This is an optimization exercise on Yosys and OpenROAD, whose aim is small area, a short achievable clock period and few clock cycles per item, not a production implementation. No run shown here included a check of the RTL's function; only the layout flow was run. No activity file was given, so power comes from the tool's default toggle rates.

`flow/flow/run.sh`:
```
#!/bin/bash
set -euo pipefail
bash standard.sh SETUP_SLACK_MARGIN=11.5 finish > standard_finish.log 2>&1
```
`flow/standard.sh`:
```
#!/bin/bash
# synth_recipe.tcl (not shown) runs the flow's synth.tcl, then flattens the netlist and writes it again
# the make line also repeats each setting of config.mk as NAME=value (left out here)
make -C /OpenROAD-flow-scripts/flow DESIGN_CONFIG=/design/flow/config.mk WORK_HOME=/design/flow/orfs CLKGATE_MAP_FILE= SYNTH_SCRIPT=/design/flow/synth_recipe.tcl "${@:-finish}"
```
`flow/config.mk`:
```
export PLATFORM = sky130hd
export DESIGN_NAME = seq_index
export DESIGN_NICKNAME = seq_index
export VERILOG_FILES = /design/flow/design.v
export SDC_FILE = /design/flow/constraint.sdc
export NUM_CORES = 4
export LEC_CHECK = 0
export CAP_MARGIN = 20
export CORE_MARGIN = 2
export CORE_UTILIZATION = 40
export SLEW_MARGIN = 20
```
`flow/constraint.sdc`:
```
create_clock -name core_clock -period 16.0 [get_ports {clk}]
set_input_delay 3.2000 -clock core_clock [delete_from_list [all_inputs] [get_ports {clk}]]
set_output_delay 3.2000 -clock core_clock [all_outputs]
set_load 0.01 [all_outputs]
```
`flow/design.v`:
```
module si_step #(parameter WR = 32, WM = 32, WX = 34) (
    input  wire [WR-1:0] r,
    input  wire [WM-1:0] c,
    input  wire          da,
    input  wire          db,
    input  wire [WM-1:0] m,
    output wire [WR-1:0] rn,
    output wire [1:0]    q
);
    wire [WX-1:0] a  = {{(WX-WR-1){1'b0}}, r, da};
    wire [WX-1:0] b  = {{(WX-WM){1'b0}}, c};
    wire [WX-1:0] n1 = ~{{(WX-WM){1'b0}}, m};
    wire [WX-1:0] n2 = ~{{(WX-WM-1){1'b0}}, m, 1'b0};
    wire [WX-1:0] s1 = a ^ b ^ n1;
    wire [WX-1:0] k1 = (a & b) | (a & n1) | (b & n1);
    wire [WX-1:0] s2 = a ^ b ^ n2;
    wire [WX-1:0] k2 = (a & b) | (a & n2) | (b & n2);
    wire [WX-1:0] x  = a + b + db;
    wire [WX-1:0] y1 = s1 + {k1[WX-2:0], 1'b1} + db;    
    wire [WX-1:0] y2 = s2 + {k2[WX-2:0], 1'b1} + db;    
    assign q  = !y2[WX-1] ? 2'd2 : !y1[WX-1] ? 2'd1 : 2'd0;
    assign rn = !y2[WX-1] ? y2[WR-1:0] : !y1[WX-1] ? y1[WR-1:0] : x[WR-1:0];
endmodule
module si_step1 (
    input  wire [14:0] r,
    input  wire [15:0] c,
    input  wire        off,
    output wire [14:0] rn,
    output wire [1:0]  q
);
    wire [17:0] a  = {2'b0, r, 1'b0};
    wire [17:0] b  = {2'b0, c};
    wire [17:0] n0 = off ? ~18'd22050 : ~18'd0;
    wire [17:0] n1 = off ? ~18'd44100 : ~18'd22050;
    wire [17:0] n2 = off ? ~18'd66150 : ~18'd44100;
    wire [17:0] s0 = a ^ b ^ n0;
    wire [17:0] k0 = (a & b) | (a & n0) | (b & n0);
    wire [17:0] s1 = a ^ b ^ n1;
    wire [17:0] k1 = (a & b) | (a & n1) | (b & n1);
    wire [17:0] s2 = a ^ b ^ n2;
    wire [17:0] k2 = (a & b) | (a & n2) | (b & n2);
    wire [17:0] y0 = s0 + {k0[16:0], 1'b1};    
    wire [17:0] y1 = s1 + {k1[16:0], 1'b1};    
    wire [17:0] y2 = s2 + {k2[16:0], 1'b1};    
    assign q  = !y2[17] ? 2'd2 : !y1[17] ? 2'd1 : 2'd0;
    assign rn = !y2[17] ? y2[14:0] : !y1[17] ? y1[14:0] : y0[14:0];
endmodule
module si_fast (
    input  wire [15:0] r,
    input  wire [3:0]  v,
    output wire [15:0] rn,
    output reg  [4:0]  q
);
    reg  [13:0] t;
    reg  [15:0] sub;
    integer j;
    always @* begin
        t = 14'd0;
        for (j = 0; j < 16; j = j + 1)
            if (v == j) t = j * 907;
        q = 5'd0;
        sub = 16'd0;
        for (j = 0; j < 128; j = j + 1)
            if (r[15:9] == j) begin
                q   = (j * 8192) / 22050;
                sub = ((j * 8192) / 22050) * 22050;
            end
    end
    wire [15:0] a  = {r[11:0], 4'd0};
    wire [15:0] b  = {2'd0, t};
    wire [15:0] n  = ~sub;
    wire [15:0] s  = a ^ b ^ n;
    wire [15:0] k  = (a & b) | (a & n) | (b & n);
    wire [15:0] d  = s + {k[14:0], 1'b1};
    assign rn = d;
endmodule
module seq_index (
    input  wire        clk,
    input  wire        rst,
    input  wire        in_valid,
    output wire        in_ready,
    input  wire [31:0] in_block,
    input  wire [31:0] in_num,
    input  wire [31:0] in_den,
    input  wire [12:0] in_len,
    output wire        out_valid,
    input  wire        out_ready,
    output wire [11:0] out_index
);
    reg         rdy;                   
    reg         ov;                    
    reg  [11:0] oidx;
    reg         busy1;                 
    reg         fast;                  
    reg  [5:0]  pos;                   
    reg         started;               
    reg  [31:0] scan;                  
    reg  [15:0] c1, r1;                 
    wire        e = (c1 >= 16'd22050);   
    reg  [31:0] c2, r2;                
    reg  [11:0] c3, M;
    reg  [31:0] den;
    reg  [12:0] len, len3;            
    reg         t2v, t2ph, t2sw, t2fin, t2b, t2f;
    reg  [1:0]  t2d;
    reg  [4:0]  t2q;
    reg         t3v, t3ph, t3sw, t3fin, t3b;
    reg  [1:0]  t3d;
    wire stall = t3v & t3fin & ov;
    wire        ph1     = pos[5];
    wire        fa      = fast & ~ph1;                
    wire [4:0]  ppos    = pos[4:0];
    wire        z16     = (scan[31:16] == 16'd0);
    wire        z8      = (scan[31:24] == 8'd0);
    wire        can16   = ~started & z16 & (ppos <= 5'd16);
    wire        can8    = ~started & z8  & (ppos <= 5'd24);
    wire        skip    = can16 | can8;
    wire [5:0]  inc     = can16 ? 6'd16 : can8 ? 6'd8 : fa ? 6'd4 : 6'd1;
    wire [5:0]  pos_n   = pos + inc;
    wire        sw1     = (pos_n[5] != pos[5]);       
    wire        fin1    = sw1 & ph1;
    wire [14:0] s1r;
    wire [15:0] f1r;
    wire [1:0]  s1d;
    wire [4:0]  f1q;
    si_step1 u1 (.r(r1[14:0]), .c(scan[31] ? c1 : 16'd0), .off(scan[31] & e),
                 .rn(s1r), .q(s1d));
    si_fast uf (.r(r1), .v(scan[31:28]), .rn(f1r), .q(f1q));
    wire [15:0] r1_n = fa ? f1r : {1'b0, s1r};
    wire [31:0] s2r;
    wire [1:0]  s2d;
    si_step #(.WR(32), .WM(32), .WX(34)) u2 (
        .r(r2), .c(((t2b & t2ph) ? c2 : 32'd0) | {27'd0, t2q}),
        .da(t2d[1] | (t2f & t2sw & e)), .db(t2d[1] | t2d[0]), .m(den),
        .rn(s2r), .q(s2d));
    wire [4:0]  acc_lo  = {1'b0, r2[3:0]} + {1'b0, t2q[4:1]};
    wire [23:0] acc_hi  = r2[27:4] + acc_lo[4];
    wire [31:0] acc     = {acc_hi, acc_lo[3:0], t2q[0], 3'd0};
    wire        t2acc   = t2f & ~t2sw;               
    wire [11:0] s3r;
    si_step #(.WR(12), .WM(13), .WX(15)) u3 (
        .r(M), .c((t3b & t3ph) ? {1'b0, c3} : 13'd0),
        .da(t3d[1]), .db(t3d[1] | t3d[0]), .m(len3),
        .rn(s3r), .q());
    wire fin3    = t3v & t3fin & ~ov;           
    wire busy1_n = rdy ? in_valid : (busy1 & ~fin1);
    wire t2v_n   = busy1;
    wire t3v_n   = stall ? t3v : t2v;
    wire t3fin_n = stall ? t3fin : t2fin;
    wire ov_n    = fin3 | (ov & ~out_ready);
    wire t2fin_n = busy1 & fin1;
    wire rdy_n   = ~busy1_n &
                   ((~t2v_n & (~t3v_n | (t3fin_n & ~ov_n))) |
                    (t2v_n & t2fin_n & ~ov_n & ~(t3v_n & t3fin_n)));
    wire fast_in = (in_den[31:26] != 6'd0) |
                   ((in_num[31:28] == 4'd0) & (in_den[31:22] != 10'd0)) |
                   ((in_num[31:24] == 8'd0) & (in_den[31:18] != 14'd0)) |
                   ((in_num[31:20] == 12'd0) & (in_den[31:14] != 18'd0)) |
                   ((in_num[31:16] == 16'd0) & (in_den[31:10] != 22'd0));
    always @(posedge clk) begin
        if (rst) begin
            rdy   <= 1'b1;
            ov    <= 1'b0;
            busy1 <= 1'b0;
            t2v   <= 1'b0;
            t3v   <= 1'b0;
        end else begin
            rdy   <= rdy_n;
            ov    <= ov_n;
            busy1 <= busy1_n;
            t2v   <= t2v_n;
            t3v   <= t3v_n;
        end
    end
    always @(posedge clk) begin
        if (fin3) oidx <= s3r;
        if (!stall) begin
            M     <= (~t3v | t3sw) ? 12'd0 : s3r;
            t3ph  <= t2v & t2ph;
            t3sw  <= t2sw;
            t3fin <= t2fin;
            t3b   <= t2v & t2b;
            t3d   <= (t2v & ~t2acc) ? s2d : 2'd0;
        end
        if (t3v & t3sw & ~t3fin) c3 <= s3r;
        r2 <= (~t2v | t2sw) ? 32'd0 : t2acc ? acc : s2r;
        if (t2v & t2sw & ~t2fin) c2 <= s2r;
        len3  <= len;
        t2ph  <= busy1 & ph1;
        t2sw  <= busy1 & sw1;
        t2fin <= busy1 & fin1;
        t2b   <= busy1 & ~fa & scan[31];
        t2d   <= (busy1 & ~fa) ? s1d : 2'd0;
        t2f   <= busy1 & fa;
        t2q   <= (busy1 & fa) ? f1q : 5'd0;
        pos   <= pos_n;
        scan  <= sw1   ? c2 :
                 can16 ? {scan[15:0], 16'd0} :
                 can8  ? {scan[23:0], 8'd0} :
                 fa    ? {scan[27:0], 4'd0} :
                         {scan[30:0], 1'b0};
        r1    <= sw1 ? 16'd0 : r1_n;
        if (~skip) started <= 1'b1;
        if (sw1) begin
            started <= 1'b0;
            c1      <= r1_n;
        end
        if (rdy) begin
            fast    <= fast_in;
            pos     <= 6'd0;
            started <= 1'b0;
            scan    <= in_num;
            c2      <= in_block;
            c1      <= 16'd907;
            r1      <= 16'd0;
            r2      <= 32'd0;
            den     <= in_den;
            len     <= in_len;
        end
    end
    assign in_ready  = rdy;
    assign out_valid = ov;
    assign out_index = oidx;
endmodule
```
==> impl_metrics.tcl, run 1 <==
set metrics [dict create \
    timing.clock.skew_ps 18.0 \
    syn2layout_area_growth_pct 28.6 \
    floorplan.initialDensity_pct 40.3 \
    synth_top_flop_cell "sky130_fd_sc_hd__dfxtp_1" \
    cpPeakStageDelay_ps 840 \
    detail_route.drc_violations 0 \
    dr.max_layer_used "met4" \
    timing.critical_path.cells "and2_2 > buf_12 > nand2_1 > fa_1 > inv_1 > ha_1 > a21o_1 > a21oi_1 > a21boi_1 > a211oi_1 > o21a_4 > buf_6 > o211a_4 > mux2i_2 > mux2i_2 > mux2_2" \
    warnings_synthesis 2 \
    worst-slew-pin-transition_ps 1090 \
    status "timing/DRC/antenna clean" \
    die_x_um 258 \
    upper_clock_frequency_limit_mhz 206 \
    slew_headroom_pct 27.3 \
    detail_route.vias_per_cell 5.77 \
    postSynthCellCount 3205 \
    mostFrequentLayoutCells "372 x sky130_fd_sc_hd__inv_1, 326 x sky130_fd_sc_hd__nand2_1, 247 x sky130_fd_sc_hd__a21oi_1, 202 x sky130_fd_sc_hd__ha_1, 195 x sky130_fd_sc_hd__nor2_1" \
    timing.critical_path.slowest_stage_cell "sky130_fd_sc_hd__a211oi_1" \
    detail_route.wl_per_cell_um 21.6 \
    ctsHoldBuffers 0 \
    timing.final.setup_violations 0 \
    die_h_um 258 \
    yosys.cell_types.count 103 \
    power.share.switching_pct 44.3 \
    p_per_area_nw_per_um2 121 \
    final_layout_size_suffix_gt1_share_pct 18.1 \
    syn_nets 3665 \
    clockPowerShare_pct 16.8 \
    power.share.sequential_pct 20.4 \
    clk_pin_slew_worst_paths_ps 70 \
    drt_iter0_markers 2173 \
    first_pass_grt_wire_length_mm 140 \
    critical_path_required_ps 16340 \
    hold_viol 0 \
    post_layout_minimum_cycle_time_ps 4860 \
    floorplan.die_area_sq_um 66700 \
    min_period_over_period_pct 30.4 \
    ant_nets_after_route 0 \
    clock_path_buffers 3 \
    std_cell_rows 93 \
    hold_depth 0 \
    io-pin-count 127 \
    worstRegToRegCells 16 \
    global_route.overflow_total 0 \
    vias 24962 \
    min_to "len3[9]" \
    htree_levels 1 \
    r2r_setup_slack_ps 11140 \
    route.met3.wl_mm 6.65 \
    power.switching_mw 1.78 \
    layout.core_utilization_pct 51.8 \
    static-leakage-power_nw 14.7 \
    cts_inserted_buffers 31 \
    setup_repair_after_global_routing_missed_its_margin "yes" \
    root_buffer "sky130_fd_sc_hd__clkbuf_16" \
    clock_latency_ps 590 \
    cp-end-kind "register" \
    met2_wire_length_mm 43.3 \
    finalMaxSlewViolations 0 \
    placeableCoreArea_sq_um 64200 \
    detailed_place_hpwl_mm 65.4 \
    critPathLaunchType "register" \
    antenna_found_initial 0 \
    maxCapViolations 0 \
    leading_cell_type_in_the_layout_fill_and_taps_excluded "sky130_fd_sc_hd__inv_1" \
    synth.cell_area_sq_um 25900 \
    critPathMaxFanout 16 \
    post_route_setup_tns_ps 0 \
    flip_flop_and_latch_count_after_synthesis 253 \
    cpMostUsedCell "sky130_fd_sc_hd__mux2i_2" \
    postSynthAreaPerCell_sq_um 8.07 \
    io_buffer_count 126 \
    drt-total-wl_mm 93.4 \
    cts_tree "built" \
    antenna-diode-count 0 \
    drt_pre_antenna_iters 6 \
    synth-async-reset-ratio_pct 0 \
    gp_congestion 0.955 \
    hold_class "reg2reg" \
    p_comb_share_pct 62.8 \
    min-delay-start "len[9]" \
    cts.sinks 253 \
    intPower_mw 2.24 \
    finish.net_count 3908 \
    critical_path_arrival_ps 5200 \
    grt.total_usage_pct 26.7 \
    rr_endpoint "c2[27]" \
    regToRegStartpoint "t2b" \
    wire_length_on_met1_mm 39.4 \
    worst-setup-path-type "reg2reg" \
    first_global_vias 24031 \
    grt_start_max_net_pins 80 \
    synth_sequential_area_ratio_pct 24.2 \
    vdd_ir_drop_max_mv 0.0996 \
    synth_enable_flop_cells 119 \
]
## final cells by class
cell class	count	area [sq um]
sequential	253	6280
clock inverter	6	36.3
multi-input combinational	2445	19900
clock buffer	52	916
timing repair buffer	326	3540
inverter	391	1510
fill	6062	31000
tap	855	1070
## state kept, by name, indices dropped and copies added, names as in the netlist, 2 cells and up
name and count:
r2 32, len3 13, c2 32, c1 16, pos 6, r1 16, t3d 2, den 32
oidx 12, M 12, t2d 2, t2q 5, len 13, c3 12, scan 32
## synthesized netlist by cell type (all sizes together) (34+ instances only)
master | count | share of area, %
nor3 | 84 | 1.7
fa | 125 | 9.7
nand3 | 57 | 1.1
o21ai | 221 | 4.3
nor2 | 230 | 3.3
o21a | 47 | 1.4
nand2b | 34 | 0.82
clkbuf | 96 | 1.4
edfxtp | 119 | 14
xor2 | 54 | 1.8
a211oi | 40 | 1.3
nand2 | 353 | 5.1
a21oi | 288 | 5.6
dfxtp | 134 | 10
a21o | 50 | 1.5
xnor2 | 106 | 3.6
ha | 222 | 11
inv | 390 | 5.7
mux2i | 54 | 2.1
nor2b | 41 | 0.99
## repair_timing
item / CTS / global route
cloned: 13 / 7
pin swaps: 113 / 133
setup endpoints to repair: 182 / 166
buffers inserted: 85 / 66
resized for setup: 360 / 232
## through the flow
step           worst slack [ps]  power [mW]  hold WS (ps)  area [sq um]  cells
3_3_place_gp               9900        2.68           328         28100   4099
6_report                  11140        4.01           339         33300   4328
5_1_grt                   10930        4.26           348         33300   4328
2_1_floorplan             11470        2.17           323         25900   3205
4_1_cts                   11140        3.66           341         31600   4255
3_5_place_dp               9930        2.67           328         28100   4099
## routing by layer
| layer | global-route usage [%] | vias up |
|---|---|---|
| met5 | 0 | - |
| met4 | 9.20 | 0 |
| met3 | 2.90 | 235 |
| met2 | 44.9 | 1076 |
| met1 | 35.8 | 11901 |
| li1 | - | 11750 |
## critical path: cells and delay by family, from the launching register on
kind,cells,cell delay (ps)
compound gates,6,1920
fa+ha+maj,2,930
buf+inv,3,360
flops,1,320
mux,3,690
simple gates,2,390
## worst max-delay path by stage
| stage | depth (start not counted) | start | slack (ps) | end |
|---|---|---|---|---|
| after global placement | 22 | r1[13] | 9900 | c1[15] |
| after detailed placement | 21 | r1[13] | 9930 | c1[15] |
| after CTS | 22 | c1[4] | 11140 | c2[22] |
| after global routing | 22 | c1[1] | 10930 | c2[18] |
| final | 16 | t2b | 11140 | c2[27] |
| after floorplan | 4 | in_den[19] | 11470 | fast |
## power groups by stage
stage	logic (mW)	clock network (mW)	registers [mW]
5_1_grt	2.72	0.711	0.823
2_1_floorplan	1.37	0	0.797
6_report	2.52	0.675	0.818
3_5_place_dp	1.85	0	0.827
3_3_place_gp	1.86	0	0.828
4_1_cts	2.16	0.689	0.813
## kinds of logic (layout without fill, tap and decap cells)
| group | count (synthesis) | count (layout) | share of synthesized area (%) |
|---|---|---|---|
| simple gates | 964 | 966 | 17.3 |
| compound gates | 904 | 904 | 22.4 |
| buf+inv | 510 | 775 | 7.57 |
| fa+ha+maj | 347 | 347 | 20.4 |
| flops | 253 | 253 | 24.2 |
| xor+xnor | 160 | 161 | 5.42 |
| mux | 67 | 67 | 2.66 |
==> run 2: changes to the inputs <==
--- a/flow/design.v
+++ b/flow/design.v
@@ -102,3 +102,3 @@
     reg  [31:0] den;
-    reg  [12:0] len, len3;            
+    reg  [12:0] len;
     reg         t2v, t2ph, t2sw, t2fin, t2b, t2f;
@@ -142,3 +142,3 @@
         .r(M), .c((t3b & t3ph) ? {1'b0, c3} : 13'd0),
-        .da(t3d[1]), .db(t3d[1] | t3d[0]), .m(len3),
+        .da(t3d[1]), .db(t3d[1] | t3d[0]), .m(len),
         .rn(s3r), .q());
@@ -150,6 +150,3 @@
     wire ov_n    = fin3 | (ov & ~out_ready);
-    wire t2fin_n = busy1 & fin1;
-    wire rdy_n   = ~busy1_n &
-                   ((~t2v_n & (~t3v_n | (t3fin_n & ~ov_n))) |
-                    (t2v_n & t2fin_n & ~ov_n & ~(t3v_n & t3fin_n)));
+    wire rdy_n   = ~busy1_n & ~t2v_n & (~t3v_n | (t3fin_n & ~ov_n));
     wire fast_in = (in_den[31:26] != 6'd0) |
@@ -177,3 +174,3 @@
         if (!stall) begin
-            M     <= (~t3v | t3sw) ? 12'd0 : s3r;
+            M     <= (t3v & t3sw) ? 12'd0 : s3r;
             t3ph  <= t2v & t2ph;
@@ -185,5 +182,4 @@
         if (t3v & t3sw & ~t3fin) c3 <= s3r;
-        r2 <= (~t2v | t2sw) ? 32'd0 : t2acc ? acc : s2r;
+        r2 <= (t2v & t2sw) ? 32'd0 : t2acc ? acc : s2r;
         if (t2v & t2sw & ~t2fin) c2 <= s2r;
-        len3  <= len;
         t2ph  <= busy1 & ph1;
@@ -216,2 +212,3 @@
             r2      <= 32'd0;
+            M       <= 12'd0;
             den     <= in_den;
==> run 2 against run 1 <==
  * Via count is 0.90% lower
  * Critical path type unchanged
  * Critical endpoint is now c2[4]
  * Setup slack got worse by 140 ps
  * Critical path depth rose by 9
  * First-iteration DRC count increased by 9.5%
  * Cell count is 2.9% lower
  * Largest cell class unchanged
  * Clock-buffer cell count down 3
  * Global-route usage rose by 1.3 points
  * Design area is 3.8% lower
==> impl_metrics.tcl, run 2 <==
set metrics [dict create \
    vdd_ir_drop_max_mv 0.118 \
    syn_nets 3575 \
    static-leakage-power_nw 14.4 \
    clock_path_buffers 3 \
    std_cell_rows 91 \
    io_buffer_count 126 \
    floorplan.die_area_sq_um 64900 \
    antenna_found_initial 0 \
    worst-slew-pin-transition_ps 1130 \
    cpPeakStageDelay_ps 450 \
    yosysMostFrequentCell "sky130_fd_sc_hd__inv_1" \
    critical_path_required_ps 16280 \
    min_period_over_period_pct 31.2 \
    timing.critical_path.slowest_stage_cell "sky130_fd_sc_hd__fa_2" \
    ctsHoldBuffers 0 \
    root_buffer "sky130_fd_sc_hd__clkbuf_16" \
    layout.core_utilization_pct 51.7 \
    detailed_place_hpwl_mm 66.4 \
    cts_inserted_buffers 35 \
    post_synth_most_frequent_cells "386 x sky130_fd_sc_hd__inv_1, 340 x sky130_fd_sc_hd__nand2_1, 249 x sky130_fd_sc_hd__nor2_1, 245 x sky130_fd_sc_hd__a21oi_1, 222 x sky130_fd_sc_hd__ha_1" \
    critPathLaunchType "register" \
    setup_slack_ps 11010 \
    htree_levels 2 \
    critPathMaxFanout 4 \
    detail_route.vias_per_cell 5.89 \
    post_layout_minimum_cycle_time_ps 4990 \
    power.share.sequential_pct 16.1 \
    floorplan.initialDensity_pct 40.6 \
    ant_nets_after_route 0 \
    leading_cell_type_in_the_layout_fill_and_taps_excluded "sky130_fd_sc_hd__inv_1" \
    flip_flop_and_latch_count_after_synthesis 240 \
    synth-async-reset-ratio_pct 0 \
    cpLargestDelayFamily "compound AO/OA/AOI/OAI gates" \
    min-delay-start "M[7]" \
    worst-path-buf-inv 7 \
    first_pass_grt_wire_length_mm 140 \
    power.switching_mw 2.61 \
    postSynthCellCount 3115 \
    synth_area_leader_cell "sky130_fd_sc_hd__edfxtp_1" \
    clk_pin_slew_worst_paths_ps 60 \
    vias 24737 \
    die_x_um 255 \
    grt_start_max_net_pins 83 \
    synth_top_flop_cell "sky130_fd_sc_hd__dfxtp_1" \
    upper_clock_frequency_limit_mhz 200 \
    cp-end-kind "register" \
    drt-total-wl_mm 92.9 \
    cts_tree "built" \
    drt_iter0_markers 2380 \
    placeableCoreArea_sq_um 61900 \
    first_global_vias 24127 \
    setup_repair_after_global_routing_missed_its_margin "yes" \
    warnings_synthesis 2 \
    finalHoldWorstSlack_ps 487 \
    die_h_um 255 \
    rr_endpoint "c2[4]" \
    postSynthAreaPerCell_sq_um 8.07 \
    regToRegStartpoint "c1[4]" \
    timing.final.setup_violations 0 \
    io-pin-count 127 \
    synth_enable_flop_cells 107 \
    gp_congestion 0.934 \
    status "timing/DRC/antenna clean" \
    post-synth-top-area-fraction_pct 12.8 \
    critical_path_arrival_ps 5270 \
    global_route.overflow_total 0 \
    drt_pre_antenna_iters 6 \
    worstRegToRegCells 25 \
    clock_latency_ps 570 \
    synth_sequential_area_ratio_pct 23.4 \
    pre_cts_ws_ps 10180 \
    post_synth_main_area_contributors "sky130_fd_sc_hd__edfxtp_1 13%, sky130_fd_sc_hd__ha_1 11%, sky130_fd_sc_hd__dfxtp_1 11%, sky130_fd_sc_hd__fa_1 10%, sky130_fd_sc_hd__inv_1 5.8%" \
    post_route_setup_tns_ps 0 \
    hold_viol 0 \
    maxCapViolations 0 \
    clockPowerShare_pct 15.0 \
    final_layout_size_suffix_gt1_share_pct 15.8 \
    power.share.switching_pct 47.1 \
    cts.sinks 240 \
    timing.clock.skew_ps 32.5 \
    syn2layout_area_growth_pct 27.4 \
    hold_depth 2 \
    p_per_area_nw_per_um2 173 \
    detail_route.drc_violations 0 \
    finish.net_count 3800 \
    worst-setup-path-type "reg2reg" \
    hold_class "reg2reg" \
    p_comb_share_pct 68.9 \
    yosys.cell_types.count 99 \
    grt.total_usage_pct 28.1 \
    synth.cell_area_sq_um 25100 \
    detail_route.wl_per_cell_um 22.1 \
    min_to "M[7]" \
    intPower_mw 2.93 \
    mostFrequentLayoutCells "375 x sky130_fd_sc_hd__inv_1, 316 x sky130_fd_sc_hd__nand2_1, 224 x sky130_fd_sc_hd__nor2_1, 219 x sky130_fd_sc_hd__a21oi_1, 210 x sky130_fd_sc_hd__ha_1" \
    slew_headroom_pct 24.5 \
    antenna-diode-count 0 \
    finalMaxSlewViolations 0 \
    r2r_setup_slack_ps 11010 \
]
-- run 2: cell types whose count changed after synthesis, moves of 17 or more --
| cell | before | now |
|---|---|---|
| sky130_fd_sc_hd__xnor2_1 | 106 | 128 |
| sky130_fd_sc_hd__nor2_1 | 230 | 249 |
| sky130_fd_sc_hd__mux2i_1 | 54 | 27 |
| sky130_fd_sc_hd__a21oi_1 | 287 | 245 |
| sky130_fd_sc_hd__o21ai_1 | 43 | 7 |
| sky130_fd_sc_hd__o31ai_1 | 15 | 32 |
-- run 2: how the worst max path moves through the flow --
stage | startpoint | end | slack, ps | depth (start not counted)
2_1_floorplan | in_den[19] | fast | 11470 | 4
5_1_grt | c1[1] | c2[4] | 10850 | 25
3_3_place_gp | r1[10] | c1[12] | 10150 | 19
3_5_place_dp | r1[10] | c1[12] | 10180 | 19
6_report | c1[4] | c2[4] | 11010 | 25
4_1_cts | c1[4] | c2[23] | 10990 | 23
-- run 2: power by group through the flow --
stage / Combinational [mW] / Clock (mW) / Sequential (mW)
2_1_floorplan: 2.10 / 0 / 0.840
3_3_place_gp: 2.77 / 0 / 0.898
3_5_place_dp: 2.79 / 0 / 0.898
4_1_cts: 3.51 / 0.842 / 0.888
5_1_grt: 4.10 / 0.866 / 0.904
6_report: 3.82 / 0.832 / 0.894
-- run 2: tightest hold or removal path, cell delays in order, from the launching register on --
cell	delay [ps]
sky130_fd_sc_hd__dfxtp_1	320
sky130_fd_sc_hd__nand2_1	60
sky130_fd_sc_hd__o31ai_1	50
-- run 2: timing repair --
item	in CTS	in global routing
gates cloned	11	3
pin swaps	124	71
resized for setup	356	148
endpoints found under the setup margin	177	139
setup buffers	94	40
-- run 2: cell type report --
class	instances	area, sq um
fillers	5831	29900
multi-input cells	2371	19100
flip-flops and latches	240	5900
repair buffers	301	3210
inverters	391	1510
clock buffers	49	1090
well taps	837	1050
clock inverters	14	144
-- run 2: cell families after synthesis --
group	after synthesis	synth area share, %
simple gates	919	16.5
buf+inv	506	7.70
fa+ha+maj	347	21.0
xor+xnor	180	6.34
compound gates	885	23.5
mux	38	1.57
flops	240	23.4
-- run 2: metal layers --
metal	global-route usage, %	vias up	wire length, um
li1	-	11418	-
met1	36.7	11893	38400
met2	46.5	1166	43300
met3	3.55	260	6900
met4	12.1	0	4240
met5	0	-	0
-- run 2: stage by stage --
stage          total power [mW]  area (sq um)  std cells
6_report                   5.54         32000       4203
3_5_place_dp               3.69         27300       3992
2_1_floorplan              2.94         25200       3115
3_3_place_gp               3.67         27300       3992
4_1_cts                    5.24         31000       4160
5_1_grt                    5.87         32000       4203
==> run 3: changes to the inputs <==
--- a/flow/design.v
+++ b/flow/design.v
@@ -51,11 +51,15 @@
     output wire [15:0] rn,
+    output wire        ge,
     output reg  [4:0]  q
 );
-    reg  [13:0] t;
-    reg  [15:0] sub;
+    reg  [15:0] t, tf, sub;
     integer j;
     always @* begin
-        t = 14'd0;
+        t  = 16'd0;
+        tf = 16'd0;
         for (j = 0; j < 16; j = j + 1)
-            if (v == j) t = j * 907;
+            if (v == j) begin
+                t  = j * 907;
+                tf = j * 907 - 22050;
+            end
         q = 5'd0;
@@ -69,8 +73,11 @@
     wire [15:0] a  = {r[11:0], 4'd0};
-    wire [15:0] b  = {2'd0, t};
     wire [15:0] n  = ~sub;
-    wire [15:0] s  = a ^ b ^ n;
-    wire [15:0] k  = (a & b) | (a & n) | (b & n);
+    wire [15:0] s  = a ^ t ^ n;
+    wire [15:0] k  = (a & t) | (a & n) | (t & n);
     wire [15:0] d  = s + {k[14:0], 1'b1};
+    wire [15:0] s1 = a ^ tf ^ n;
+    wire [15:0] k1 = (a & tf) | (a & n) | (tf & n);
+    wire [15:0] d1 = s1 + {k1[14:0], 1'b1};
     assign rn = d;
+    assign ge = ~d1[15];
 endmodule
@@ -102,4 +109,5 @@
     reg  [31:0] den;
-    reg  [12:0] len;
-    reg         t2v, t2ph, t2sw, t2fin, t2b, t2f;
+    reg  [12:0] len, len3;            
+    reg         t2v, t2ph, t2sw, t2fin, t2b, t2f, t2e;
+    reg  [31:0] bc2;                   
     reg  [1:0]  t2d;
@@ -116,4 +124,5 @@
     wire        can8    = ~started & z8  & (ppos <= 5'd24);
-    wire        skip    = can16 | can8;
-    wire [5:0]  inc     = can16 ? 6'd16 : can8 ? 6'd8 : fa ? 6'd4 : 6'd1;
+    wire        can4    = ~started & (scan[31:28] == 4'd0) & (ppos <= 5'd28);
+    wire        skip    = can16 | can8 | can4;
+    wire [5:0]  inc     = can16 ? 6'd16 : can8 ? 6'd8 : (can4 | fa) ? 6'd4 : 6'd1;
     wire [5:0]  pos_n   = pos + inc;
@@ -123,2 +132,3 @@
     wire [15:0] f1r;
+    wire        f1ge;
     wire [1:0]  s1d;
@@ -127,3 +137,3 @@
                  .rn(s1r), .q(s1d));
-    si_fast uf (.r(r1), .v(scan[31:28]), .rn(f1r), .q(f1q));
+    si_fast uf (.r(r1), .v(scan[31:28]), .rn(f1r), .ge(f1ge), .q(f1q));
     wire [15:0] r1_n = fa ? f1r : {1'b0, s1r};
@@ -132,4 +142,4 @@
     si_step #(.WR(32), .WM(32), .WX(34)) u2 (
-        .r(r2), .c(((t2b & t2ph) ? c2 : 32'd0) | {27'd0, t2q}),
-        .da(t2d[1] | (t2f & t2sw & e)), .db(t2d[1] | t2d[0]), .m(den),
+        .r(r2), .c(bc2),
+        .da(t2d[1] | t2e), .db(t2d[1] | t2d[0]), .m(den),
         .rn(s2r), .q(s2d));
@@ -139,2 +149,3 @@
     wire        t2acc   = t2f & ~t2sw;               
+    wire [31:0] c2n = (t2v & t2sw & ~t2fin) ? s2r : c2;
     wire [11:0] s3r;
@@ -142,3 +153,3 @@
         .r(M), .c((t3b & t3ph) ? {1'b0, c3} : 13'd0),
-        .da(t3d[1]), .db(t3d[1] | t3d[0]), .m(len),
+        .da(t3d[1]), .db(t3d[1] | t3d[0]), .m(len3),
         .rn(s3r), .q());
@@ -150,7 +161,8 @@
     wire ov_n    = fin3 | (ov & ~out_ready);
-    wire rdy_n   = ~busy1_n & ~t2v_n & (~t3v_n | (t3fin_n & ~ov_n));
+    wire t2fin_n = busy1 & fin1;
+    wire rdy_n   = ~busy1_n &
+                   ((~t2v_n & (~t3v_n | (t3fin_n & ~ov_n))) |
+                    (t2v_n & t2fin_n & ~ov_n & ~(t3v_n & t3fin_n)));
     wire fast_in = (in_den[31:26] != 6'd0) |
-                   ((in_num[31:28] == 4'd0) & (in_den[31:22] != 10'd0)) |
                    ((in_num[31:24] == 8'd0) & (in_den[31:18] != 14'd0)) |
-                   ((in_num[31:20] == 12'd0) & (in_den[31:14] != 18'd0)) |
                    ((in_num[31:16] == 16'd0) & (in_den[31:10] != 22'd0));
@@ -174,3 +186,3 @@
         if (!stall) begin
-            M     <= (t3v & t3sw) ? 12'd0 : s3r;
+            M     <= (~t3v | t3sw) ? 12'd0 : s3r;
             t3ph  <= t2v & t2ph;
@@ -182,4 +194,5 @@
         if (t3v & t3sw & ~t3fin) c3 <= s3r;
-        r2 <= (t2v & t2sw) ? 32'd0 : t2acc ? acc : s2r;
+        r2 <= (~t2v | t2sw) ? 32'd0 : t2acc ? acc : s2r;
         if (t2v & t2sw & ~t2fin) c2 <= s2r;
+        len3  <= len;
         t2ph  <= busy1 & ph1;
@@ -191,2 +204,4 @@
         t2q   <= (busy1 & fa) ? f1q : 5'd0;
+        t2e   <= busy1 & fa & sw1 & f1ge;
+        bc2   <= (busy1 & ph1 & scan[31]) ? c2n : {27'd0, (busy1 & fa) ? f1q : 5'd0};
         pos   <= pos_n;
@@ -195,3 +210,3 @@
                  can8  ? {scan[23:0], 8'd0} :
-                 fa    ? {scan[27:0], 4'd0} :
+                 (can4 | fa) ? {scan[27:0], 4'd0} :
                          {scan[30:0], 1'b0};
@@ -212,3 +227,2 @@
             r2      <= 32'd0;
-            M       <= 12'd0;
             den     <= in_den;
==> flow/flow/run.sh (replaced) <==
#!/bin/bash
set -euo pipefail
bash standard.sh SETUP_SLACK_MARGIN=11.6 finish > standard_finish.log 2>&1
==> run 3 against run 2 <==
  * Critical path depth decreased by 5
  * Worst hold slack got worse by 150 ps
  * Non-clock buffer count decreased by 39
  * Combinational power decreased by 29%
  * Via count increased by 5.3%
  * Setup slack improved by 400 ps
  * Die area increased by 9.3%
  * Cell count increased by 6.0%
  * Sequential share of layout area increased by 1.3 points
  * Design area increased by 5.0%
  * Synthesized area increased by 9.5%
  * Routed wire length increased by 4.1%
  * Critical path type unchanged
  * Largest cell class unchanged
==> impl_metrics.tcl, run 3 <==
set metrics [dict create \
    dp.cells 4284 \
    global_route.overflow_total 0 \
    final_layout_size_suffix_gt1_share_pct 13.9 \
    hold_class "reg2reg" \
    synth.cell_area_sq_um 27500 \
    finalHoldWorstSlack_ps 339 \
    detail_route.drc_violations 0 \
    clk_pin_slew_worst_paths_ps 60 \
    cpMostUsedCell "sky130_fd_sc_hd__o21a_4" \
    postSynthAreaPerCell_sq_um 8.13 \
    postSynthCellCount 3386 \
    synth-async-reset-ratio_pct 0 \
    hold_viol 0 \
    timing.clock.skew_ps 40.6 \
    io_buffer_count 126 \
    htree_levels 2 \
    detailed_place_hpwl_mm 71.2 \
    clock_path_buffers 3 \
    synth_area_leader_cell "sky130_fd_sc_hd__dfxtp_1" \
    worst-slew-pin-transition_ps 1040 \
    fin_cells 4457 \
    vias 26043 \
    cp-end-kind "register" \
    static-leakage-power_nw 14.6 \
    first_global_vias 24608 \
    finalMaxSlewViolations 0 \
    setup_repair_after_global_routing_missed_its_margin "yes" \
    grt_start_max_net_pins 170 \
    p_comb_share_pct 60.7 \
    syn2layout_area_growth_pct 22.1 \
    gp_congestion 0.990 \
    worst-setup-path-type "reg2reg" \
    antenna_found_initial 1 \
    clockPowerShare_pct 18.9 \
    detail_route.vias_per_cell 5.84 \
    floorplan.initialDensity_pct 40.3 \
    io-pin-count 127 \
    warnings_synthesis 2 \
    die_x_um 266 \
    post_synth_most_frequent_cells "415 x sky130_fd_sc_hd__inv_1, 303 x sky130_fd_sc_hd__nand2_1, 261 x sky130_fd_sc_hd__a21oi_1, 238 x sky130_fd_sc_hd__ha_1, 238 x sky130_fd_sc_hd__nor2_1" \
    maxCapViolations 0 \
    power.share.sequential_pct 20.4 \
    critPathLaunchType "register" \
    ant_nets_after_route 0 \
    syn_nets 3873 \
    slew_headroom_pct 30.5 \
    synth_top_flop_cell "sky130_fd_sc_hd__dfxtp_1" \
    post_synth_main_area_contributors "sky130_fd_sc_hd__dfxtp_1 14%, sky130_fd_sc_hd__ha_1 11%, sky130_fd_sc_hd__fa_1 9.9%, sky130_fd_sc_hd__edfxtp_1 9.5%, sky130_fd_sc_hd__inv_1 5.7%" \
    clock_latency_ps 570 \
    power_mw 4.44 \
    p_per_area_nw_per_um2 132 \
    post_layout_minimum_cycle_time_ps 4590 \
    cts_tree "built" \
    detail_route.wl_per_cell_um 21.7 \
    vdd_ir_drop_max_mv 0.116 \
    placeableCoreArea_sq_um 68300 \
    intPower_mw 2.48 \
    min_period_over_period_pct 28.7 \
    yosys.cell_types.count 89 \
    root_buffer "sky130_fd_sc_hd__clkbuf_16" \
    power.switching_mw 1.96 \
    timing.critical_path.cells "o41ai_4 > nand2_1 > a31o_2 > a21oi_2 > o21a_4 > clkinvlp_4 > fa_1 > inv_2 > ha_4 > and2_4 > and4_4 > a21oi_4 > o21a_4 > o311ai_4 > buf_6 > o211ai_1 > a31oi_1 > xnor2_1 > o21ai_1 > o31a_1" \
    std_cell_rows 96 \
    drt-total-wl_mm 96.7 \
    cpPeakStageDelay_ps 600 \
    yosysMostFrequentCell "sky130_fd_sc_hd__inv_1" \
    synth_enable_flop_cells 87 \
    power.share.switching_pct 44.1 \
    flip_flop_and_latch_count_after_synthesis 286 \
    timing.critical_path.slowest_stage_cell "sky130_fd_sc_hd__fa_1" \
    critPathMaxFanout 5 \
    first_pass_grt_wire_length_mm 147 \
    critical_path_required_ps 16430 \
    cts_inserted_buffers 36 \
    die_h_um 266 \
    grt.total_usage_pct 26.6 \
    mostFrequentLayoutCells "400 x sky130_fd_sc_hd__inv_1, 291 x sky130_fd_sc_hd__nand2_1, 239 x sky130_fd_sc_hd__a21oi_1, 227 x sky130_fd_sc_hd__ha_1, 219 x sky130_fd_sc_hd__nor2_1" \
    critical_path_arrival_ps 5020 \
    finish.net_count 4033 \
    post-synth-top-area-fraction_pct 14.5 \
    leading_cell_type_in_the_layout_fill_and_taps_excluded "sky130_fd_sc_hd__inv_1" \
    upper_clock_frequency_limit_mhz 218 \
    drt_pre_antenna_iters 7 \
    synth_sequential_area_ratio_pct 24.0 \
    floorplan.die_area_sq_um 71000 \
    timing.final.setup_violations 0 \
    cts.sinks 286 \
    drt_iter0_markers 2582 \
    post_route_setup_tns_ps 0 \
    status "timing/DRC/antenna clean" \
]
[run 3: path summary, 6_finish.rpt]
path	endpoint	start	depth (start not counted)	slack [ps]
hold reg to reg	len3[5]	len[5]	0	340
setup reg to reg	c1[8]	c1[2]	20	11410
hold / removal	len3[5]	len[5]	0	340
setup / recovery	c1[8]	c1[2]	20	11410
[run 3: metal layers]
layer | GRT usage [%] | vias up | part of all wire [%]
met2 | 40.0 | 1119 | 43
met5 | 0 | - | 0
li1 | - | 12282 | -
met1 | 39.6 | 12464 | 47
met3 | 4.22 | 178 | 7.8
met4 | 6.50 | 0 | 2.5
[run 3: critical path, delay by kind of cell, from the launching register on]
| family | cells | cell delay, ps |
|---|---|---|
| AO/OA/AOI/OAI | 11 | 2180 |
| adder cells (fa/ha/maj) | 2 | 880 |
| AND/OR/NAND/NOR | 3 | 490 |
| buffers and inverters | 3 | 420 |
| flip-flops | 1 | 360 |
| XOR/XNOR | 1 | 170 |
[run 3: power by group through the flow]
stage	sequential, mW	clock, mW	combinational [mW]
global placement	0.908	0	2.11
global route	0.912	0.878	2.93
detailed placement	0.908	0	2.10
CTS	0.903	0.851	2.45
floorplan	0.870	0	1.60
finish	0.906	0.838	2.70
[run 3: cell type report]
cell class                 count  area (sq um)
multi-input combinational   2543         20200
timing repair buffer         262          2830
inverter                     417          1600
clock buffer                  47          1030
clock inverter                18           160
sequential                   286          6640
antenna                        2          5.00
tap                          882          1100
fill                        6549         34700
[run 3: cell families (layout without fill, tap and decap cells)]
group,Yosys count,count (layout),share of synthesized area (%)
mux,64,64,2.38
flops,286,286,24.0
other cells,0,2,0
compound gates,979,980,23.3
xor+xnor,183,183,5.82
simple gates,942,942,16.1
buf+inv,558,744,7.73
fa+ha+maj,374,374,20.7
[run 3: metrics by stage]
step / worst slack, ps / area [sq um] / utilization (%)
floorplan: 11600 / 27600 / -
global placement: 10380 / 29700 / 43.5
detailed placement: 10260 / 29700 / 43.5
CTS: 11390 / 32600 / 47.7
global route: 11260 / 33600 / 49.2
finish: 11410 / 33600 / 49.2
[run 3: what timing repair did]
item | in CTS | in global routing
resized for setup | 240 | 178
pin swaps | 75 | 85
gates cloned | 12 | 2
hold buffers | 0 | 0
setup endpoints to repair | 217 | 182
buffers inserted | 60 | 32
==> run 4: changes to the inputs <==
==> flow/flow/run.sh (replaced) <==
#!/bin/bash
set -euo pipefail
bash standard.sh SETUP_SLACK_MARGIN=11 finish > standard_finish.log 2>&1
==> run 4 against run 3 <==
  * Sequential share of layout area grew 1.2 points
  * Flip-flop and latch count is the same
  * Still clean
  * Critical path depth shrank 3
  * Global-route usage shrank 1.5 points
  * Critical endpoint is now c1[14]
  * Maximum frequency shrank 6.0%
  * Worst hold slack gained 0.80 ps
==> impl_metrics.tcl, run 4 <==
set metrics [dict create \
    timing.final.setup_violations 0 \
    hold_class "reg2reg" \
    post-synth-top-area-fraction_pct 14.5 \
    postSynthCellCount 3386 \
    slew_headroom_pct 27.4 \
    synth_sequential_area_ratio_pct 24.0 \
    critical_path_required_ps 16400 \
    postSynthAreaPerCell_sq_um 8.13 \
    clock_path_buffers 3 \
    detailed_place_hpwl_mm 70.4 \
    synth_area_leader_cell "sky130_fd_sc_hd__dfxtp_1" \
    cts_inserted_buffers 36 \
    layout.core_utilization_pct 46.1 \
    die_x_um 266 \
    vdd_ir_drop_max_mv 0.0945 \
    cpPeakStageDelay_ps 480 \
    hold_viol 0 \
    yosys.cell_types.count 89 \
    placeableCoreArea_sq_um 68300 \
    min_period_over_period_pct 30.5 \
    grt.total_usage_pct 25.2 \
    cts.sinks 286 \
    worst-setup-path-type "reg2reg" \
    drt-total-wl_mm 91.4 \
    antenna_found_initial 2 \
    critPathMaxFanout 7 \
    finalInstanceArea_sq_um 31500 \
    power.switching_mw 1.75 \
    io_buffer_count 126 \
    detail_route.drc_violations 0 \
    detail_route.wl_per_cell_um 20.8 \
    drt_iter0_markers 2588 \
    critical_path_arrival_ps 5280 \
    dpl-instance-area_sq_um 29600 \
    ant_nets_after_route 0 \
    cpMostUsedCell "sky130_fd_sc_hd__a21oi_1" \
    synth-async-reset-ratio_pct 0 \
    rr_endpoint "c1[14]" \
    clockPowerShare_pct 20.4 \
    detail_route.vias_per_cell 5.76 \
    leading_cell_type_in_the_layout_fill_and_taps_excluded "sky130_fd_sc_hd__inv_1" \
    intPower_mw 2.22 \
    cp-end-kind "register" \
    p_comb_share_pct 57.0 \
    cts_tree "built" \
    synth.cell_area_sq_um 27500 \
    r2r_setup_slack_ps 11110 \
    power.share.switching_pct 44.2 \
    std_cell_rows 96 \
    root_buffer "sky130_fd_sc_hd__clkbuf_16" \
    flip_flop_and_latch_count_after_synthesis 286 \
    yosysMostFrequentCell "sky130_fd_sc_hd__inv_1" \
    timing.critical_path.slowest_stage_cell "sky130_fd_sc_hd__or4_1" \
    first_global_vias 23463 \
    critPathLaunchType "register" \
    synth_top_flop_cell "sky130_fd_sc_hd__dfxtp_1" \
    final_layout_size_suffix_gt1_share_pct 6.86 \
    worst-slew-pin-transition_ps 1090 \
    warnings_synthesis 2 \
    post_route_setup_tns_ps 0 \
    grt_start_max_net_pins 93 \
    timing.clock.skew_ps 33.1 \
    gp_congestion 0.976 \
    global_route.overflow_total 0 \
    regToRegStartpoint "c1[1]" \
    timing.critical_path.cells "o41ai_2 > nand2_1 > a31o_2 > a21oi_1 > o21a_4 > buf_4 > fa_1 > ha_1 > a21oi_1 > o21ba_2 > o311ai_2 > a311oi_1 > nor2_1 > or4_1 > a32oi_1 > a311o_1 > a21oi_1" \
    upper_clock_frequency_limit_mhz 205 \
    nFillCells 6770 \
    p_per_area_nw_per_um2 126 \
    die_h_um 266 \
    worstRegToRegCells 17 \
    floorplan.initialDensity_pct 40.3 \
    io-pin-count 127 \
    syn_nets 3873 \
    status "timing/DRC/antenna clean" \
    drt_pre_antenna_iters 6 \
    syn2layout_area_growth_pct 14.4 \
    mostFrequentLayoutCells "410 x sky130_fd_sc_hd__inv_1, 299 x sky130_fd_sc_hd__nand2_1, 257 x sky130_fd_sc_hd__a21oi_1, 237 x sky130_fd_sc_hd__ha_1, 229 x sky130_fd_sc_hd__nor2_1" \
    power_mw 3.97 \
    vias 25229 \
    finish.net_count 3960 \
    setup_repair_after_global_routing_missed_its_margin "yes" \
    finalMaxSlewViolations 0 \
    htree_levels 2 \
    synth_enable_flop_cells 87 \
    post_synth_main_area_contributors "sky130_fd_sc_hd__dfxtp_1 14%, sky130_fd_sc_hd__ha_1 11%, sky130_fd_sc_hd__fa_1 9.9%, sky130_fd_sc_hd__edfxtp_1 9.5%, sky130_fd_sc_hd__inv_1 5.7%" \
    critPathCapture "c1[14]" \
    post_layout_minimum_cycle_time_ps 4890 \
    post_synth_most_frequent_cells "415 x sky130_fd_sc_hd__inv_1, 303 x sky130_fd_sc_hd__nand2_1, 261 x sky130_fd_sc_hd__a21oi_1, 238 x sky130_fd_sc_hd__ha_1, 238 x sky130_fd_sc_hd__nor2_1" \
    power.share.sequential_pct 22.7 \
    first_pass_grt_wire_length_mm 139 \
    critPathLaunch "c1[1]" \
    clock_latency_ps 560 \
    floorplan.die_area_sq_um 71000 \
    maxCapViolations 0 \
    static-leakage-power_nw 14.0 \
    clk_pin_slew_worst_paths_ps 60 \
]
==> run 4: cell types whose count changed in the layout (fill, tap and decap cells not counted), sizes merged <==
cell | before | now
clkdlybuf4s50 | 111 | 126
buf | 129 | 62
a31o | 17 | 16
clkinv | 11 | 15
clkdlybuf4s15 | 6 | 0
clkinvlp | 7 | 5
inv | 416 | 415
diode | 2 | 1
clkbuf | 52 | 48
bufbuf | 10 | 0
dlygate4sd2 | 1 | 0
==> run 4: worst min path at each step <==
stage               endpoint  cells past startpoint  startpoint
global placement     len3[7]                      0      len[7]
CTS                  len3[1]                      0      len[1]
global route         len3[1]                      0      len[1]
finish               len3[1]                      0      len[1]
floorplan            len3[0]                      0      len[0]
detailed placement   len3[1]                      0      len[1]
==> run 4: cell type report <==
class / instances / area (sq um) / share of cell area, %
multi-input combinational: 2542 / 19100 / 60.7
tap: 882 / 1100 / 3.50
clock buffer: 46 / 1000 / 3.18
inverter: 417 / 1590 / 5.06
antenna: 1 / 2.50 / 0.00795
timing repair buffer: 190 / 1900 / 6.05
sequential: 286 / 6610 / 21.0
clock inverter: 19 / 146 / 0.465
==> run 4: stage by stage <==
stage	hold WS (ps)	std cells	worst slack, ps
after global placement	326	4283	10000
final	339	4383	11110
after global routing	345	4382	10930
after floorplan	323	3386	11200
after detailed placement	327	4283	9960
after CTS	340	4368	10990
==> run 4: routing by layer <==
layer / routed length (um) / share of wire [%] / up-vias / track usage, %
met2: 38900 / 43 / 1003 / 38.0
li1: - / - / 12137 / -
met4: 2680 / 2.9 / 4 / 7.05
met3: 7250 / 7.9 / 177 / 3.48
met1: 42500 / 47 / 11908 / 37.3
met5: 26 / 0.028 / - / 0
==> run 4: logic make-up (layout without fill, tap and decap cells) <==
kind of cell / Yosys count / count (layout) / share of synthesized area, %
flip-flops: 286 / 286 / 24.0
XOR/XNOR: 183 / 183 / 5.82
AND/OR/NAND/NOR: 942 / 942 / 16.1
buffers and inverters: 558 / 672 / 7.73
multiplexers: 64 / 64 / 2.38
other: 0 / 1 / 0
AO/OA/AOI/OAI: 979 / 979 / 23.3
adder cells (fa/ha/maj): 374 / 374 / 20.7
==> run 4: timing repair <==
action                                  in CTS  in global routing
cloned                                       0                  2
setup buffers                               20                 12
endpoints found under the setup margin      77                 97
pin swaps                                    3                  6
resized for setup                           48                 49
hold buffers                                 0                  0
==> run 4: critical path, delay by kind of cell (launching register included) <==
kind	cells	cell delay (ps)
compound gates	11	2620
fa+ha+maj	2	880
buf+inv	1	150
flops	1	340
simple gates	3	740
==> run 4: power groups by stage <==
| stage | registers, mW | clock network [mW] | logic (mW) |
|---|---|---|---|
| 2_1_floorplan | 0.870 | 0 | 1.58 |
| 3_3_place_gp | 0.913 | 0 | 2.08 |
| 3_5_place_dp | 0.912 | 0 | 2.07 |
| 4_1_cts | 0.893 | 0.825 | 2.14 |
| 5_1_grt | 0.906 | 0.849 | 2.50 |
| 6_report | 0.900 | 0.809 | 2.26 |
==> run 5: changes to the inputs <==
--- a/flow/design.v
+++ b/flow/design.v
@@ -104,4 +104,6 @@
     reg  [31:0] scan;                  
-    reg  [15:0] c1, r1;                 
-    wire        e = (c1 >= 16'd22050);   
+    reg  [14:0] c1, r1;
+    reg  [15:0] rf;                    
+    wire [15:0] c1e = fast ? rf : {1'b0, c1};
+    reg         e;                     
     reg  [31:0] c2, r2;                
@@ -110,4 +112,3 @@
     reg  [12:0] len, len3;            
-    reg         t2v, t2ph, t2sw, t2fin, t2b, t2f, t2e;
-    reg  [31:0] bc2;                   
+    reg         t2v, t2ph, t2sw, t2fin, t2b, t2f, t2e, t2g;
     reg  [1:0]  t2d;
@@ -135,6 +136,5 @@
     wire [4:0]  f1q;
-    si_step1 u1 (.r(r1[14:0]), .c(scan[31] ? c1 : 16'd0), .off(scan[31] & e),
+    si_step1 u1 (.r(r1), .c(scan[31] ? c1e : 16'd0), .off(scan[31] & e),
                  .rn(s1r), .q(s1d));
-    si_fast uf (.r(r1), .v(scan[31:28]), .rn(f1r), .ge(f1ge), .q(f1q));
-    wire [15:0] r1_n = fa ? f1r : {1'b0, s1r};
+    si_fast uf (.r(rf), .v(scan[31:28]), .rn(f1r), .ge(f1ge), .q(f1q));
     wire [31:0] s2r;
@@ -142,3 +142,3 @@
     si_step #(.WR(32), .WM(32), .WX(34)) u2 (
-        .r(r2), .c(bc2),
+        .r(r2), .c((t2g ? c2 : 32'd0) | {27'd0, t2q}),
         .da(t2d[1] | t2e), .db(t2d[1] | t2d[0]), .m(den),
@@ -149,3 +149,2 @@
     wire        t2acc   = t2f & ~t2sw;               
-    wire [31:0] c2n = (t2v & t2sw & ~t2fin) ? s2r : c2;
     wire [11:0] s3r;
@@ -205,3 +204,3 @@
         t2e   <= busy1 & fa & sw1 & f1ge;
-        bc2   <= (busy1 & ph1 & scan[31]) ? c2n : {27'd0, (busy1 & fa) ? f1q : 5'd0};
+        t2g   <= busy1 & ph1 & scan[31];
         pos   <= pos_n;
@@ -212,3 +211,4 @@
                          {scan[30:0], 1'b0};
-        r1    <= sw1 ? 16'd0 : r1_n;
+        r1    <= sw1 ? 15'd0 : s1r;
+        if (fa) rf <= f1r;
         if (~skip) started <= 1'b1;
@@ -216,3 +216,4 @@
             started <= 1'b0;
-            c1      <= r1_n;
+            c1      <= s1r;
+            e       <= fa & f1ge;
         end
@@ -224,4 +225,6 @@
             c2      <= in_block;
-            c1      <= 16'd907;
-            r1      <= 16'd0;
+            c1      <= 15'd907;
+            r1      <= 15'd0;
+            rf      <= 16'd0;
+            e       <= 1'b0;
             r2      <= 32'd0;
==> run 5 against run 4 <==
  * Synthesized area down 3.6%
  * Die area fell by 3.6%
  * Routed wire length decreased by 7.7%
  * Core utilization rose by 1.2 points
  * Clock-buffer cell count rose by 5
  * Power up 2.1%
==> impl_metrics.tcl, run 5 <==
set metrics [dict create \
    status "timing/DRC/antenna clean" \
    timing.clock.skew_ps 35.1 \
    htree_levels 2 \
    synth_sequential_area_ratio_pct 24.9 \
    post_synth_main_area_contributors "sky130_fd_sc_hd__edfxtp_1 13%, sky130_fd_sc_hd__dfxtp_1 11%, sky130_fd_sc_hd__ha_1 11%, sky130_fd_sc_hd__fa_1 10%, sky130_fd_sc_hd__inv_1 5.7%" \
    synth_enable_flop_cells 119 \
    die_x_um 262 \
    fin_cells 4246 \
    synth_top_flop_cell "sky130_fd_sc_hd__dfxtp_1" \
    cts.sinks 270 \
    intPower_mw 2.29 \
    cp-end-kind "register" \
    rr_endpoint "rf[14]" \
    combinational_family_with_the_most_area_after_synthesis "adder cells" \
    cpPeakStageDelay_ps 580 \
    std_cell_rows 94 \
    yosysMostFrequentCell "sky130_fd_sc_hd__inv_1" \
    first_global_vias 22687 \
    power.share.switching_pct 43.6 \
    ant_nets_after_route 0 \
    maxCapViolations 0 \
    worst-slew-pin-transition_ps 1190 \
    timing.critical_path.cells "buf_12 > nand2_2 > and2_1 > o21ai_0 > o31ai_1 > a22o_1 > or4_4 > fa_1 > inv_1 > ha_1 > a21boi_1 > o21a_1 > o21ai_2 > a21oi_1 > a21o_1 > a21o_1 > a2111oi_1 > nor3_1 > mux2i_1 > o21ai_0" \
    route.met3.wl_mm 6.40 \
    synth.cell_area_sq_um 26500 \
    layout.core_utilization_pct 47.2 \
    postSynthAreaPerCell_sq_um 8.22 \
    p_comb_share_pct 58.2 \
    detail_route.wl_per_cell_um 19.9 \
    worstRegToRegCells 20 \
    mostFrequentLayoutCells "397 x sky130_fd_sc_hd__inv_1, 307 x sky130_fd_sc_hd__nand2_1, 253 x sky130_fd_sc_hd__nor2_1, 242 x sky130_fd_sc_hd__a21oi_1, 238 x sky130_fd_sc_hd__ha_1" \
    finalHoldWorstSlack_ps 338 \
    synth_area_in_xor_xnor_pct 6.11 \
    leading_cell_type_in_the_layout_fill_and_taps_excluded "sky130_fd_sc_hd__inv_1" \
    synth-compound-area-share_pct 20.7 \
    flip_flop_and_latch_count_after_synthesis 270 \
    p_per_area_nw_per_um2 131 \
    post_layout_minimum_cycle_time_ps 4930 \
    min_period_over_period_pct 30.8 \
    vias 23837 \
    finalInstanceArea_sq_um 31100 \
    drt_iter0_markers 2071 \
    clk_pin_slew_worst_paths_ps 50 \
    ctsHoldBuffers 0 \
    antenna_found_initial 1 \
    critPathLaunchType "register" \
    detailed_place_hpwl_mm 62.5 \
    hold_depth 0 \
    critPathMaxFanout 49 \
    synthMuxAreaShare_pct 2.81 \
    grt.total_usage_pct 23.8 \
    power_mw 4.06 \
    dr.max_layer_used "met4" \
    min_to "len3[2]" \
    met2_wire_length_mm 37.4 \
    nFillCells 6361 \
    power.share.sequential_pct 21.9 \
    detail_route.drc_violations 0 \
    post-synth-top-area-fraction_pct 13.5 \
    yosys.cell_types.count 83 \
    final_layout_size_suffix_gt1_share_pct 8.40 \
    gp_congestion 0.949 \
    finalMaxSlewViolations 0 \
    yosys.area_share.adder_pct 21.6 \
    timing.critical_path.slowest_stage_cell "sky130_fd_sc_hd__or4_4" \
    yosys.area_share.simple_pct 16.5 \
    slew_headroom_pct 20.6 \
    postSynthCellCount 3228 \
    hold_class "reg2reg" \
    grt_start_max_net_pins 62 \
    drt_pre_antenna_iters 6 \
    worst-path-buf-inv 2 \
    regToRegStartpoint "rf[11]" \
    pre_cts_ws_ps 10080 \
    first_pass_grt_wire_length_mm 127 \
    drt-total-wl_mm 84.3 \
    cts_tree "built" \
    synth-async-reset-ratio_pct 0 \
    syn_nets 3717 \
    upper_clock_frequency_limit_mhz 203 \
    min-delay-start "len[2]" \
    io-pin-count 127 \
    setup_slack_ps 11070 \
    floorplan.initialDensity_pct 40.4 \
    worst-setup-path-type "reg2reg" \
    die_h_um 262 \
    dpl-instance-area_sq_um 28700 \
    r2r_setup_slack_ps 11070 \
    hold_viol 0 \
    static-leakage-power_nw 14.2 \
    cpLargestDelayFamily "compound AO/OA/AOI/OAI gates" \
    critical_path_arrival_ps 5360 \
    detail_route.vias_per_cell 5.61 \
    placeableCoreArea_sq_um 65700 \
    critPathLaunch "rf[11]" \
    clock_path_buffers 3 \
    wire_length_on_met1_mm 38.0 \
    io_buffer_count 126 \
    post_synth_most_frequent_cells "401 x sky130_fd_sc_hd__inv_1, 318 x sky130_fd_sc_hd__nand2_1, 265 x sky130_fd_sc_hd__nor2_1, 248 x sky130_fd_sc_hd__a21oi_1, 240 x sky130_fd_sc_hd__ha_1" \
    clock_latency_ps 570 \
    finish.net_count 3843 \
    setup_repair_after_global_routing_missed_its_margin "yes" \
    critical_path_required_ps 16430 \
    synth_area_leader_cell "sky130_fd_sc_hd__edfxtp_1" \
    root_buffer "sky130_fd_sc_hd__clkbuf_16" \
    power.switching_mw 1.77 \
    floorplan.die_area_sq_um 68400 \
    clockPowerShare_pct 19.9 \
    timing.final.setup_violations 0 \
    post_route_setup_tns_ps 0 \
    global_route.overflow_total 0 \
    syn2layout_area_growth_pct 17.0 \
    warnings_synthesis 2 \
    vdd_ir_drop_max_mv 0.0854 \
    dp.cells 4130 \
    cts_inserted_buffers 36 \
]
==> run 5: layout make-up <==
cell class	instances	area (sq um)	area share, %
Multi-Input combinational cell	2437	18500	59.6
Sequential cell	270	6620	21.3
Timing Repair Buffer	206	2160	6.96
Inverter	403	1530	4.92
Tap cell	864	1080	3.48
Clock buffer	51	1050	3.38
Clock inverter	14	115	0.371
Antenna cell	1	2.50	0.00806
==> run 5: routing by layer <==
metal / up-vias / track usage (%)
met1: 11302 / 33.8
met3: 158 / 4.18
met5: - / 0
met2: 886 / 36.8
met4: 0 / 7.23
li1: 11491 / -
==> run 5: power groups by stage <==
stage | sequential [mW] | clock, mW | combinational [mW]
CTS | 0.882 | 0.824 | 2.18
floorplan | 0.861 | 0 | 1.61
finish | 0.887 | 0.808 | 2.36
global route | 0.895 | 0.849 | 2.63
global placement | 0.895 | 0 | 2.12
detailed placement | 0.894 | 0 | 2.11
==> run 5: logic make-up after synthesis <==
kind of cell             Yosys count
AO/OA/AOI/OAI                    855
AND/OR/NAND/NOR                  950
buffers and inverters            522
flip-flops                       270
multiplexers                      70
adder cells (fa/ha/maj)          376
XOR/XNOR                         185
==> run 5: worst max path at each step <==
| stage | to | slack [ps] | depth (start not counted) |
|---|---|---|---|
| global route | rf[14] | 10950 | 21 |
| detailed placement | rf[14] | 10080 | 21 |
| finish | rf[14] | 11070 | 20 |
| floorplan | rf[14] | 11050 | 23 |
| CTS | rf[14] | 10800 | 20 |
| global placement | rf[14] | 10080 | 21 |
==> run 5: repair_timing <==
item | 4_1_cts | 5_1_grt
cloned | 2 | 6
pin swaps | 2 | 24
setup buffers | 8 | 34
setup endpoints to repair | 146 | 124
resized for setup | 56 | 109

[port drivers added, routing unchanged]
In the flow no input, the clock included, has a driving cell. The finished layouts below were timed again as built, in two steps.
Step 1: set_driving_cell puts a clkbuf_16 on clk and a buf_2 on each other input, an assumption about the parent block.
Step 2 times the ports against the registers' clock, not the clock port: input delays grow and output delays shrink by t, the midpoint of the rising clock arrivals with the driver on.
Slacks: ideal ports / drivers / drivers and shift; pairs: ideal ports / drivers.
| run | t, ns | slack for setup (ns) | worst data-port slew with drivers (ns) | cell pins on the clock port's net |
|---|---|---|---|---|
| run 1 | 0.638 | 11.141 / 11.141 / 10.793 | 0.07 | 1 |
| run 2 | 0.619 | 11.005 / 11.005 / 10.971 | 0.06 | 1 |
| run 3 | 0.613 | 11.410 / 11.410 / 11.064 | 0.13 | 1 |
| run 4 | 0.613 | 11.115 / 11.115 / 10.622 | 0.09 | 1 |
| run 5 | 0.615 | 11.073 / 11.073 / 10.855 | 0.10 | 1 |
After both steps setup and hold are still met in every run listed. For run 4, which loses most, drivers alone change the setup slack by 0.000 ns; drivers and shift together by -0.493 ns.
